From an optimization exercise on the open Yosys and OpenROAD flow, aimed at small area and a short achievable clock period; shortcuts taken in it are not production practice.
Only simulation tests tie the RTL to the original design; equivalence was not proved.
Power figures rest on the tool's default switching activity, not on a simulated workload.

Setup of run A:
==> flow/design.v (excerpt) <==
module rfid_core (
    input  wire        clk,
    input  wire        rst,
    input  wire        tick,
    input  wire        rx,
    input  wire        cancel_in,
    input  wire        bus_valid,
    input  wire        bus_we,
    input  wire [19:0] bus_addr,
    input  wire [31:0] bus_wdata,
    output reg  [31:0] bus_rdata,
    output wire        pin
);
  localparam integer N_MAX = 16;
  reg        mode;
  reg        busy, complete;
  reg [4:0]  count;
  reg [31:0] edge_ticks;
  reg        out_en, mod_level;
  reg [2:0]  c_phase;
  reg        ph_scan, ph_a, ph_b, ph_gap, ph_set;
  reg [4:0]  r_idx, r_len;
  reg [31:0] r_cnt;
  reg        cancelled;
  reg [31:0] pass_count;
  reg [31:0] min_pulse, silence, sane_min, sane_max, gap, settle;
  reg [3:0]  duty_a, duty_b;
  reg [15:0] replay_len;
  reg        rx_q;
  reg [31:0] cap_buf   [0:N_MAX-1];
  reg [31:0] replay_buf[0:N_MAX-1];
  wire replay_busy = ph_scan | ph_a | ph_b | ph_gap | ph_set;
  wire ph_timed    = ph_a | ph_b | ph_gap | ph_set;
  wire [3:0] duty_sel = mod_level ? duty_a : duty_b;
  assign pin = out_en & (mode ? ({1'b0, c_phase} < duty_sel) : mod_level);
  wire [31:0] status = {24'd0, cancel_in, pin, mod_level, out_en, cancelled,
                        replay_busy, complete, busy};
  reg [31:0] reg_rd;
  always @* begin
    case (bus_addr[5:2])
      4'h0: reg_rd = {31'd0, mode};
      4'h2: reg_rd = status;
      4'h3: reg_rd = {27'd0, count};
      4'h4: reg_rd = edge_ticks;
      4'h5: reg_rd = min_pulse;
  ...
==> flow/config.mk <==
export PLATFORM = sky130hd
export DESIGN_NAME = rfid_core
export DESIGN_NICKNAME = rfid_core
export VERILOG_FILES = /design/flow/design.v
export SDC_FILE = /design/flow/constraint.sdc
export NUM_CORES = 4
export LEC_CHECK = 0
export CAP_MARGIN = 20
export CORE_MARGIN = 2
export CORE_UTILIZATION = 35
export SETUP_SLACK_MARGIN = 5
export SLEW_MARGIN = 20
==> flow/constraint.sdc <==
create_clock -name core_clock -period 12.0 [get_ports {clk}]
set_input_delay 2.4000 -clock core_clock [delete_from_list [all_inputs] [get_ports {clk}]]
set_output_delay 2.4000 -clock core_clock [all_outputs]
set_load 0.01 [all_outputs]
run.sh (not shown) runs the stock make flow with config.mk's settings and CLKGATE_MAP_FILE= SYNTH_SCRIPT=/design/flow/synth_recipe.tcl, a recipe that flattens the netlist after the stock synthesis.
Relative to run A, the following input files were edited for run B:
# run A
export LEC_CHECK = 0
export CAP_MARGIN = 20
export CORE_MARGIN = 2
export CORE_UTILIZATION = 35
export SETUP_SLACK_MARGIN = 5
export SLEW_MARGIN = 20
create_clock -name core_clock -period 12.0 [get_ports {clk}]
# run B
export LEC_CHECK = 0
export ABC_CLOCK_PERIOD_IN_PS = 3000
export CAP_MARGIN = 20
export CORE_MARGIN = 2
export CORE_UTILIZATION = 35
export SETUP_SLACK_MARGIN = 5
export SLEW_MARGIN = 20
create_clock -name core_clock -period 12.0 [get_ports {clk}]
### Flow results
- On count of clock-net buffers in the final layout, run A tracks run B almost exactly.
- The wire length on met1 on run B is in line with that on run A.
- Worst path arrival time delta (run B -> run A): insignificant
- Run B -> run A: number of instances on the worst hold path delta 0, exact match
- Number of placement rows came out exactly the same in run A and run B.
- Comparing run B with run A, the minimum setup slack among reg-to-reg paths came out essentially unchanged.
- Cell depth of the worst setup path: run A vs run B, no meaningful difference
- As far as area growth from synthesis to layout goes, run A and run B are indistinguishable; the numbers are identical.
Input changes introduced in run C (baseline for comparison: run B):
# run B
export LEC_CHECK = 0
export ABC_CLOCK_PERIOD_IN_PS = 3000
export CAP_MARGIN = 20
export CORE_MARGIN = 2
export CORE_UTILIZATION = 35
export SETUP_SLACK_MARGIN = 5
export SLEW_MARGIN = 20
create_clock -name core_clock -period 12.0 [get_ports {clk}]
# run C
export LEC_CHECK = 0
export CAP_MARGIN = 20
export CORE_MARGIN = 2
export CORE_UTILIZATION = 35
export SLEW_MARGIN = 20
create_clock -name core_clock -period 12.0 [get_ports {clk}]
Results
- Delta (run C minus run B): global-route wire length before repair neither gained nor lost much, area taken by multi-input logic gates stayed essentially flat.
- The post-detailed-route wirelength per cell of run B and that of run C are within noise of each other.


Setup of job 3286:
rfid_core, a different RTL version from the one above (not shown whole).
For scale: ~4800 cells after synthesis, about 65000 sq um of cells after synthesis.
Settings: LEC_CHECK=0, CAP_MARGIN=20, CORE_MARGIN=2, CORE_UTILIZATION=35, SLEW_MARGIN=20; clock period 12.0 ns.
standard.sh (not shown) runs the stock make flow with config.mk's settings and CLKGATE_MAP_FILE= SYNTH_SCRIPT=/design/flow/synth_recipe.tcl, a recipe that flattens the netlist after the stock synthesis.
==> flow/flow/run.sh <==
#!/bin/bash
set -euo pipefail
MARGIN=$(cat flow/margin.txt)
bash standard.sh SETUP_SLACK_MARGIN=$MARGIN finish > make_finish.log 2>&1
==> flow/flow/margin.txt <==
8
Relative to job 3286, the following input files were edited for job 4592:
==> flow/flow/margin.txt <==
7
==> run notes <==
What job 3286 reported for final instance area has to be multiplied by 0.915 to get the figure for job 4592. Max register-to-register slack across job 3286 and job 4592: job 3286. In the metrics for job 3286 and job 4592, the one carrying the higher met2 routing resource usage after global routing is job 3286. Job 4592 completed end to end with timing, DRC and antenna clean. Job 3286 ended with every stage complete and zero timing, DRC or antenna violations. Multi-input gate count: job 3286 and job 4592 compared, lower one is job 4592. Job 4592 against job 3286: leakage power dropped 9.8%, routed wire length shrank by about 11%, worst-path maximum fanout higher.

-- re-timing with driven ports --
How much do the figures lean on ideal ports? The routed layouts below were timed once more, with nothing changed but the port constraints.
Step 1: set_driving_cell puts a clkbuf_16 on clk and a buf_2 on each other input, an assumption about the parent block.
Step 2 also shifts input and output timing later by t, the mid clock arrival at the registers, as if the neighbouring blocks saw the same clock.
Three values: ideal, step 1, step 2; two values: the first two.
| run | shift t [ns] | setup slack, ns | hold slack, ns | worst setup path at the end | worst data-port slew with drivers (ns) |
|---|---|---|---|---|---|
| run A | 0.904 | 5.276 / 5.276 / 4.534 | 0.458 / 0.458 / 0.458 | input to register | 0.21 |
| run B | 0.904 | 5.276 / 5.276 / 4.534 | 0.458 / 0.458 / 0.458 | input to register | 0.21 |
| run C | 0.915 | 4.853 / 4.913 / 3.998 | 0.463 / 0.463 / 0.463 | input to register | 0.21 |
| job 3286 | 0.891 | 6.937 / 6.926 / 6.077 | 0.480 / 0.480 / 0.480 | input to register | 0.26 |
| job 4592 | 0.867 | 6.911 / 6.911 / 6.090 | 0.482 / 0.482 / 0.482 | input to register | 0.09 |
After both steps setup and hold are still met in every run listed. For job 3286, which loses most, drivers alone change the setup slack by -0.011 ns; drivers and shift together by -0.860 ns.
